Background: an optimization exercise with open tools, aiming at small area, a short achievable clock period and few clock cycles. Do not read the settings as production practice. Function was checked by simulation only, so behaviour that the tests miss may differ from the original. No activity file was given, so power comes from the tool's default toggle rates.

Design toy_lic_tce, start of the top module:
module toy_lic_tce (
    input  wire        clk,
    input  wire        rst,           
    input  wire        lic_ready,     
    input  wire        cmd_valid,
    output wire        cmd_ready,
    input  wire [31:0] cmd_word,
    input  wire [31:0] cmd_arg,
    output reg         done,
    output reg  [3:0]  status,
    output reg  [31:0] res,
    output reg         fault,
    output reg  [1:0]  cal_state,
    output wire        bus_req,
    output wire        bus_we,
    output wire [1:0]  bus_space,
    output wire [15:0] bus_addr,
    output wire [31:0] bus_wdata,
    input  wire        bus_ack,
    input  wire [31:0] bus_rdata
);
Size: ~1,800 cells after synthesis, roughly 190 flip-flops, roughly 190 I/O pins, roughly 15,000 um2 of cells after synthesis.
export LEC_CHECK = 0
export CAP_MARGIN = 20
export CORE_MARGIN = 2
export CORE_UTILIZATION = 40
export SLEW_MARGIN = 20
create_clock -name core_clock -period 60.0 [get_ports {clk}]
standard.sh (not shown) runs the stock make flow with config.mk's settings and CLKGATE_MAP_FILE= SYNTH_SCRIPT=/design/flow/synth_recipe.tcl, a recipe that flattens the netlist after the stock synthesis.
==> flow/flow/run.sh <==
#!/bin/bash
# Own layout flow: the standard ORFS flow (standard.sh), with the ports
# buffered by buf_1 cells instead of the default delay buffers, and the
# timing repair after CTS and global routing aimed at a setup slack margin
# (the clock period and constraints are the design's; only the repair
# effort changes). Each tool's full output goes to a log in this folder.
set -euo pipefail
MARGIN=46.3
bash standard.sh "SETUP_SLACK_MARGIN=$MARGIN" MATCH_CELL_FOOTPRINT=0 \
    "BUFFER_PORTS_ARGS=-buffer_cell sky130_fd_sc_hd__buf_1" finish > standard_finish.log 2>&1
The first run produced a clean layout.
Testbench counts at the start, summed over its fixed seeds: cycles 28,441.
==> next run, changes <==
--- a/flow/flow/run.sh
+++ b/flow/flow/run.sh
@@ -9 +9 @@
-bash standard.sh "SETUP_SLACK_MARGIN=$MARGIN" MATCH_CELL_FOOTPRINT=0 \
+bash standard.sh "SETUP_SLACK_MARGIN=$MARGIN" \
Settings changed: CTS_BUF_LIST set to sky130_fd_sc_hd__clkbuf_8, CTS_CLUSTER_SIZE set to 12.
Setup slack loses 0.049 ns; non-clock buffer count climbs by 1; first-iteration DRC count goes down by 14%; total power decreases by 9.7%; final area drops by 1.1%; die area does not change.
==> next run, changes <==
--- a/flow/flow/run.sh
+++ b/flow/flow/run.sh
@@ -8 +8 @@
-MARGIN=46.3
+MARGIN=46.0
Settings changed: CTS_BUF_LIST sky130_fd_sc_hd__clkbuf_8 to unset, CTS_CLUSTER_SIZE 12 to unset.
Result: The new run passed the timing, design-rule and antenna checks. Final cell count is about the same. Flip-flop and latch count stays the same. Clock-buffer cell count climbs by 3. Critical path depth drops by 1. Utilization climbs by 0.32 points. Clock power climbs by a quarter to a third. Sequential power stays flat.
==> next run, changes <==
--- a/flow/flow/run.sh
+++ b/flow/flow/run.sh
@@ -8 +8 @@
-MARGIN=46.0
+MARGIN=46.3
Settings changed: CORE_UTILIZATION 40 to 55.
What happened: Total power came out higher by 1.2%; design area shrinks by 0.77%; setup slack got worse by 0.0038 ns; non-clock buffer count rises by 1; sequential share of layout area came out higher by 0.23 points.

========
Starting RTL as in the previous note.
export LEC_CHECK = 0
export CAP_MARGIN = 20
export CORE_MARGIN = 2
export CORE_UTILIZATION = 40
export SLEW_MARGIN = 20
create_clock -name core_clock -period 60.0 [get_ports {clk}]
==> flow/flow/run.sh <==
#!/bin/bash
# Own layout flow: the standard ORFS flow (standard.sh), with the ports
# buffered by buf_2 cells instead of the default delay buffers, and the
# timing repair after CTS and global routing aimed at a setup slack margin
# (the clock period and constraints are the design's; only the repair
# effort changes). Each tool's full output goes to a log in this folder.
set -euo pipefail
MARGIN=45.5
bash standard.sh "SETUP_SLACK_MARGIN=$MARGIN" \
    "BUFFER_PORTS_ARGS=-buffer_cell sky130_fd_sc_hd__buf_2" finish > standard_finish.log 2>&1
The starting point produced a clean layout.
Testbench counts at the start, summed over its fixed seeds: cycles 28,441.
Rerun with:
==> flow/flow/run.sh (replaced) <==
#!/bin/bash
# Own layout flow: the standard ORFS flow (standard.sh), with the ports
# buffered by buf_1 cells instead of the default delay buffers, and the
# timing repair after CTS and global routing aimed at a setup slack margin
# (the clock period and constraints are the design's; only the repair
# effort changes). Each tool's full output goes to a log in this folder.
set -euo pipefail
MARGIN=46.3
bash standard.sh "SETUP_SLACK_MARGIN=$MARGIN" \
    "BUFFER_PORTS_ARGS=-buffer_cell sky130_fd_sc_hd__buf_1" finish > standard_finish.log 2>&1
Via count stays flat; total power hardly moves; register-to-register slack gains 0.16 ns; die area does not change; area after synthesis stays the same; clock power barely changes; utilization is lower by 0.49 points; final cell count hardly moves; synthesized cell count stays the same.
Rerun with:
--- a/flow/flow/run.sh
+++ b/flow/flow/run.sh
@@ -7,3 +7,3 @@
 set -euo pipefail
-MARGIN=46.3
+MARGIN=47
 bash standard.sh "SETUP_SLACK_MARGIN=$MARGIN" \
After rerunning: Synthesized cell count does not change; clock-buffer cell count fell by 1; setup slack degrades by 0.15 ns; power stays flat; first-iteration DRC count fell by 1.3%; combinational power rose by about 6%; non-clock buffer count rose by 34.
Rerun with:
--- a/flow/flow/run.sh
+++ b/flow/flow/run.sh
@@ -8,3 +8,3 @@
 MARGIN=47
-bash standard.sh "SETUP_SLACK_MARGIN=$MARGIN" \
+bash standard.sh "SETUP_SLACK_MARGIN=$MARGIN" MATCH_CELL_FOOTPRINT=0 \
     "BUFFER_PORTS_ARGS=-buffer_cell sky130_fd_sc_hd__buf_1" finish > standard_finish.log 2>&1
Effect:
- The new run ran to the end with no violations
- clock-buffer cell count is unchanged
- utilization stays the same
- final cell count is about the same
- fmax is about the same

========
== run A ==
toy_lic_tce again, from the RTL that the note above started with.
clock: 60.0 ns
lec_check: 0
cap_margin: 20
core_margin: 2
core_utilization: 40
slew_margin: 20
tns_end_percent: 5
==> flow/flow/run.sh <==
#!/bin/bash
# Own layout flow: the standard ORFS flow (standard.sh), with the ports
# buffered by buf_1 cells instead of the default delay buffers, and the
# timing repair after CTS and global routing aimed at a setup slack margin
# (the clock period and constraints are the design's; only the repair
# effort changes). Each tool's full output goes to a log in this folder.
set -euo pipefail
MARGIN=46.8
bash standard.sh "SETUP_SLACK_MARGIN=$MARGIN" \
    "BUFFER_PORTS_ARGS=-buffer_cell sky130_fd_sc_hd__buf_1" finish > standard_finish.log 2>&1
Both conditions hold for run A: the flow ran to the end and the final layout passed the timing, design-rule and antenna checks.
Testbench counts of run A, summed over its fixed seeds: cycles 28,441.
Here is what was changed in the inputs of run B compared with run A.
# run A
export LEC_CHECK = 0
export CAP_MARGIN = 20
export CORE_MARGIN = 2
export CORE_UTILIZATION = 40
export SLEW_MARGIN = 20
export TNS_END_PERCENT = 5
create_clock -name core_clock -period 60.0 [get_ports {clk}]
# run B
export LEC_CHECK = 0
export CAP_MARGIN = 20
export CORE_MARGIN = 2
export CORE_UTILIZATION = 40
export SLEW_MARGIN = 20
create_clock -name core_clock -period 60.0 [get_ports {clk}]
--- a/flow/flow/run.sh
+++ b/flow/flow/run.sh
@@ -6,5 +6,5 @@
 # effort changes). Each tool's full output goes to a log in this folder.
 set -euo pipefail
-MARGIN=46.8
+MARGIN=46.6
 bash standard.sh "SETUP_SLACK_MARGIN=$MARGIN" \
     "BUFFER_PORTS_ARGS=-buffer_cell sky130_fd_sc_hd__buf_1" finish > standard_finish.log 2>&1
Notes after the runs:
- Taking run A as the reference, in run B via count of the first global-routing pass saw little to no change, register fraction of the total cell area now smaller, number of antenna violations at the first check in global routing down 1.
- Area after synthesis across run B and run A: no real change.
- Side by side, register share of total power turned out higher in run B than in run A.
Relative to run B, the following input files were edited for run C:
# run B
export LEC_CHECK = 0
export CAP_MARGIN = 20
export CORE_MARGIN = 2
export CORE_UTILIZATION = 40
export SLEW_MARGIN = 20
create_clock -name core_clock -period 60.0 [get_ports {clk}]
# run C
export LEC_CHECK = 0
export CAP_MARGIN = 20
export CORE_MARGIN = 2
export CORE_UTILIZATION = 40
export CTS_BUF_LIST = sky130_fd_sc_hd__clkbuf_8 sky130_fd_sc_hd__clkbuf_16
export SLEW_MARGIN = 20
create_clock -name core_clock -period 60.0 [get_ports {clk}]
--- a/flow/flow/run.sh
+++ b/flow/flow/run.sh
@@ -6,5 +6,5 @@
 # effort changes). Each tool's full output goes to a log in this folder.
 set -euo pipefail
-MARGIN=46.6
+MARGIN=46.3
 bash standard.sh "SETUP_SLACK_MARGIN=$MARGIN" \
     "BUFFER_PORTS_ARGS=-buffer_cell sky130_fd_sc_hd__buf_1" finish > standard_finish.log 2>&1
### Flow results
Fraction of registers with async set or reset after synthesis: run C vs run B identical
Compared with run B, run C shows a higher sequential share of layout area.
Combinational power delta (run B -> run C): insignificant
As of run C, non-clock buffer count had fallen by a little under 10% compared to run B.
Internal power contribution, run B and run C: smaller value in run B
Between run B and run C, the final area is higher for run B.
Compared with run B, run C shows clock group share of total power higher by 0.6 points.
Via count of the first global-routing pass: run C vs run B, no meaningful difference
Sort run B and run C by initial antenna violation count, ascending, and run B comes first.
Run B and run C ended up with nearly the same total routing resource utilization after global routing.
The inputs of run D differ from those of run C as listed below.
# run C
export LEC_CHECK = 0
export CAP_MARGIN = 20
export CORE_MARGIN = 2
export CORE_UTILIZATION = 40
export CTS_BUF_LIST = sky130_fd_sc_hd__clkbuf_8 sky130_fd_sc_hd__clkbuf_16
export SLEW_MARGIN = 20
create_clock -name core_clock -period 60.0 [get_ports {clk}]
# run D
export LEC_CHECK = 0
export CAP_MARGIN = 20
export CORE_MARGIN = 2
export CORE_UTILIZATION = 40
export CTS_CLUSTER_DIAMETER = 100
export CTS_CLUSTER_SIZE = 40
export SLEW_MARGIN = 20
create_clock -name core_clock -period 60.0 [get_ports {clk}]
Findings:
- Number of global-route vias before repair came out exactly the same in run D and run C.
- There was hardly any difference in number of cells in the finished layout apart from fillers between run C and run D.
- Re largest vdd supply drop: no difference whatsoever between run C and run D.
- Re overall die area: no difference whatsoever between run D and run C.
- As far as area after synthesis goes, run D and run C are indistinguishable; the numbers are identical.
- Re mean instance size in the synthesized netlist: no difference whatsoever between run D and run C.
- Between run D and run C, the initial core utilization figures differ only marginally.
- Run D and run C ended up with nearly the same post-route worst setup slack.

==> static timing again, ports no longer ideal <==
No port has a modelled driver above. Below, the same layouts with a new extraction and two added sets of constraints. Step 1 (the two cells are an assumption about what drives the block):
set clk [get_ports {clk}]
set_driving_cell -lib_cell sky130_fd_sc_hd__clkbuf_16 $clk
set_driving_cell -lib_cell sky130_fd_sc_hd__buf_2 [delete_from_list [all_inputs] $clk]
Step 2 times the ports against the registers' clock, not the clock port: input delays grow and output delays shrink by t, the midpoint of the rising clock arrivals with the driver on. Three values: ideal, step 1, step 2; two values: the first two.
run	t, ns	slack for setup (ns)	hold WS [ns]	worst slew at a driven data input, ns
the first run of note 1	0.506	46.323 / 46.270 / 45.942	0.451 / 0.451 / 0.451	0.05
the second run of note 1	0.536	46.274 / 46.224 / 45.943	0.452 / 0.452 / 0.452	0.05
the third run of note 1	0.506	46.140 / 46.087 / 45.806	0.451 / 0.451 / 0.451	0.05
the fourth run of note 1	0.491	46.136 / 46.084 / 45.939	0.456 / 0.456 / 0.456	0.06
the first run of note 2	0.506	46.223 / 46.171 / 45.831	0.455 / 0.455 / 0.455	0.05
the second run of note 2	0.506	46.323 / 46.270 / 45.942	0.451 / 0.451 / 0.451	0.05
the third run of note 2	0.511	46.169 / 46.117 / 46.036	0.458 / 0.458 / 0.458	0.06
the fourth run of note 2	0.506	46.195 / 46.143 / 46.025	0.459 / 0.459 / 0.459	0.06
run A	0.504	46.290 / 46.237 / 46.000	0.451 / 0.451 / 0.451	0.05
run B	0.493	46.326 / 46.276 / 46.002	0.449 / 0.449 / 0.449	0.06
run C	0.506	46.323 / 46.270 / 45.942	0.451 / 0.451 / 0.451	0.05
run D	0.506	46.323 / 46.270 / 45.942	0.451 / 0.451 / 0.451	0.05
After both steps every run listed still meets setup and hold. The setup slack of the first run of note 2, which loses most, moves by -0.052 ns with the drivers and by -0.392 ns with both steps.
